Background: an optimization exercise with open tools, aiming at small area and a short achievable clock period. Do not read the settings as production practice. In this exercise RTL edits were held to simulation tests only and were not proved equivalent to the original. Power figures rest on the tool's default switching activity, not on a simulated workload.

## main
Design vm5f_core, start of the top module:
module vm5f_core (
    input  wire         clk,
    input  wire         rst,             
    input  wire         rx_valid,
    input  wire [7:0]   rx_data,
    input  wire         rx_last,
    output wire         rx_ready,
    output reg          rsp_valid,
    output wire [2:0]   rsp_err,
    output wire [7:0]   rsp_addr,
    output wire [7:0]   rsp_cmd,
    output wire [7:0]   rsp_len,
    output wire [7:0]   rsp_chk,
    output wire [7:0]   rsp_chk_calc,
    output reg          rsp_chk_ok,
    output reg          rsp_tag,
    output reg  [2:0]   last_err,
    input  wire         enc_valid,
    output reg          enc_ready,
    input  wire [7:0]   enc_cmd,
    input  wire [7:0]   enc_addr,
    input  wire [4:0]   enc_n,
    input  wire [207:0] enc_payload,     
    output reg          tx_valid,
    output reg  [7:0]   tx_data,
    output reg          tx_last,
    input  wire         tx_ready,
    output reg          refused,
    input  wire         tick,            
    input  wire         ovr_n,           
    output reg          act,             
    output reg  [1:0]   ls,
    output reg  [3:0]   fifo_count,
    output reg  [7:0]   cur_ant,
    output reg  [15:0]  cur_pc,
    output reg  [95:0]  cur_epc
);
    localparam [7:0] HEAD        = 8'hA0;
    localparam       NSLOT       = 11;
    localparam [6:0] POLL_MS     = 7'd100;
    localparam [11:0] RELOCK_MS  = 12'd4000;
    localparam [1:0] LS_IDLE    = 2'd0;
    localparam [1:0] LS_ENGAGED = 2'd1;
    localparam [1:0] LS_WAIT    = 2'd2;
    localparam [1:0] LS_RELOCK  = 2'd3;
    localparam [2:0] E_OK        = 3'd0;
    localparam [2:0] E_TOOSHORT  = 3'd1;
    localparam [2:0] E_BADHEADER = 3'd2;
    localparam [2:0] E_LENGTH    = 3'd3;
    reg  [4:0]   p;             
    reg          hdr_ok;        
    reg          len_bad;       
    reg  [4:0]   len;           
    reg  [7:0]   addr;
    reg  [7:0]   cmd;
    reg  [7:0]   nsum;          
    reg  [7:0]   bq;            
    reg          aq;            
    reg  [7:0]   chk;           
    reg          got_chk;       
    reg  [1:0]   ls_n;          
    reg          rdy;           
    wire         pend = !rdy;
    wire         rx_acc    = rx_valid && rdy;
    wire         chunk_end = rx_acc && rx_last;
    wire         p0     = (p == 5'd0);
  ...
For scale: about 5,100 cells after synthesis, about 1,600 flip-flops, ~430 I/O pins, ~57,000 um^2 of cells after synthesis.
clock: 10.0 ns
lec_check: 0
cap_margin: 20
core_margin: 2
core_utilization: 40
slew_margin: 20
synth_hierarchical: 1
synth_minimum_keep_size: 0
standard.sh (not shown) runs the stock make flow with config.mk's settings and CLKGATE_MAP_FILE= SYNTH_SCRIPT=/design/flow/synth_recipe.tcl, a recipe that flattens the netlist after the stock synthesis.
==> flow/flow/run.sh <==
#!/bin/bash
# Standard ORFS layout, with plain buffers on the ports, a clock tree with
# larger sink clusters and no dummy loads, and repair_timing aiming further
# below the clock period.
set -euo pipefail
bash standard.sh "BUFFER_PORTS_ARGS=-buffer_cell sky130_fd_sc_hd__buf_2" \
  "CTS_ARGS=-sink_clustering_enable -repair_clock_nets -sink_clustering_size 25 -sink_clustering_max_diameter 80 -buf_list sky130_fd_sc_hd__clkbuf_16 -dont_use_dummy_load" \
  SETUP_SLACK_MARGIN=7.0 finish > standard_flow.log 2>&1
Setup changes, main to the feature branch
diff --git a/flow/design.v b/flow/design.v
--- a/flow/design.v
+++ b/flow/design.v
@@ -147,24 +147,30 @@
     wire want_push = new_tag || pend;
     wire do_push   = want_push && (fifo_count != 4'd10);
     wire do_pop    = (ls == LS_IDLE) && (fifo_count != 4'd0);
     wire pend_next = want_push && (fifo_count == 4'd10);
     wire [3:0] rd_n = !do_pop ? rd : (rd == NSLOT - 1) ? 4'd0 : rd + 4'd1;
     wire [3:0] cnt_k = do_pop ? fifo_count - 4'd1 : fifo_count;    
     wire [3:0] cnt_p = do_pop ? fifo_count : fifo_count + 4'd1;    
+    reg  [3:0]   wq_slot;
+    reg  [4:0]   wq_pos;
+    always @(posedge clk) begin
+        wq_slot <= wr;
+        wq_pos  <= rst ? 5'd0 : p;
+    end
     wire [NSLOT*15-1:0]  we;
     wire [NSLOT*120-1:0] mem_d;
     genvar gw, gb, gk;
     generate
         for (gw = 0; gw < NSLOT; gw = gw + 1) begin : g_ws
             for (gb = 0; gb < 15; gb = gb + 1) begin : g_wb
-                assign we[15*gw + gb] = (wr == gw) && (p == gb + 4);
+                assign we[15*gw + gb] = (wq_slot == gw) && (wq_pos == gb + 4);
                 for (gk = 0; gk < 8; gk = gk + 1) begin : g_wk
                     vm5f_hold #(.W(1)) u_hold (
-                        .d(rx_data[gk]), .q(mem[120*gw + 8*gb + gk]),
+                        .d(bq[gk]), .q(mem[120*gw + 8*gb + gk]),
                         .en(we[15*gw + gb]), .en_n(!we[15*gw + gb]),
                         .y(mem_d[120*gw + 8*gb + gk]));
                 end
             end
         end
     endgenerate
     always @(posedge clk)
@@ -192,21 +198,27 @@
     wire             idle_n = rst || (ls_n == LS_IDLE);
     always @(posedge clk) begin
         for (s = 0; s < NSLOT; s = s + 1)
             rsel[s] <= idle_n && ((rst ? 4'd0 : rd_n) == s);
         rhold <= !idle_n;
     end
     wire [119:0] cur  = {cur_ant, cur_pc, cur_epc};
-    reg  [119:0] cur_d;
-    always @(*) begin
-        cur_d = cur & {120{rhold}};
-        for (s = 0; s < NSLOT; s = s + 1)
-            for (b = 0; b < 15; b = b + 1)
-                cur_d[119 - 8*b -: 8] = cur_d[119 - 8*b -: 8] | (mem[120*s + 8*b +: 8] & {8{rsel[s]}});
-    end
+    wire [119:0] cur_d;
+    wire [11:0]  csel = {rhold, rsel};
+    genvar gc, gi;
+    generate
+        for (gc = 0; gc < 120; gc = gc + 1) begin : g_cur
+            wire [11:0] cand;
+            for (gi = 0; gi < NSLOT; gi = gi + 1) begin : g_c
+                assign cand[gi] = mem[120*gi + 8*(14 - gc/8) + gc%8];
+            end
+            assign cand[11] = cur[gc];
+            vm5f_sel12 u_sel (.d(cand), .s(csel), .y(cur_d[gc]));
+        end
+    endgenerate
     always @(posedge clk) begin
         cur_ant <= cur_d[119:112];
         cur_pc  <= cur_d[111:96];
         cur_epc <= cur_d[95:0];
     end
     reg  [11:0]  cnt;
     wire         cnt_zero = (cnt == 12'd0);
@@ -298,7 +310,34 @@
     input  wire [W-1:0] q,
     input  wire         en,
     input  wire         en_n,
     output wire [W-1:0] y
 );
     assign y = (d & {W{en}}) | (q & {W{en_n}});
 endmodule
+module vm5f_sel12 (
+    input  wire [11:0] d,
+    input  wire [11:0] s,
+    output wire        y
+);
+    wire [3:0] t;
+    genvar i;
+    generate
+        for (i = 0; i < 4; i = i + 1) begin : g_aoi
+            vm5f_aoi222 u_aoi (.d(d[3*i +: 3]), .s(s[3*i +: 3]), .y_n(t[i]));
+        end
+    endgenerate
+    vm5f_nand4 u_nand (.a(t), .y(y));
+endmodule
+module vm5f_aoi222 (
+    input  wire [2:0] d,
+    input  wire [2:0] s,
+    output wire       y_n
+);
+    assign y_n = ~|(d & s);
+endmodule
+module vm5f_nand4 (
+    input  wire [3:0] a,
+    output wire       y
+);
+    assign y = ~&a;
+endmodule
Results
main has a higher synthesized cell count than the feature branch.
In the flow results for main and the feature branch, the count of inserted antenna diode cells is smaller on the feature branch.
The feature branch has proportion of power drawn by combinational gates below what main had.
Final area delta (the feature branch − main): favourable
The feature branch completed end to end with timing, DRC and antenna clean.
Changes observed in the feature branch relative to main: mean instance size in the synthesized netlist rose by 4.3%; post-layout worst setup margin rose by 0.16 ns; non-clock buffer count fell by 4.9%; sequential share of cell area rose by 1.4 points.

-- static timing again, ports no longer ideal --
No port has a modelled driver above. Below, the same layouts with a new extraction and two added sets of constraints. Step 1: set_driving_cell puts a clkbuf_16 on clk and a buf_2 on each other input, an assumption about the parent block. Step 2 adds t to the input delays and takes it off the output delays; t is the mean of the earliest and latest rising clock arrival at the registers after step 1. Input paths then give back, and output paths get back, about the clock's delay inside the block. a / b / c = ideal / step 1 / step 2; a / b = the first two.
run	shift t [ns]	slack for setup (ns)	hold WS [ns]
main	0.738	6.526 / 6.526 / 5.872	0.470 / 0.470 / 0.470
the feature branch	0.743	6.681 / 6.605 / 5.862	0.371 / 0.371 / 0.371
After both steps every run listed still meets setup and hold. The setup slack of the feature branch, which loses most, moves by -0.076 ns with the drivers and by -0.819 ns with both steps.
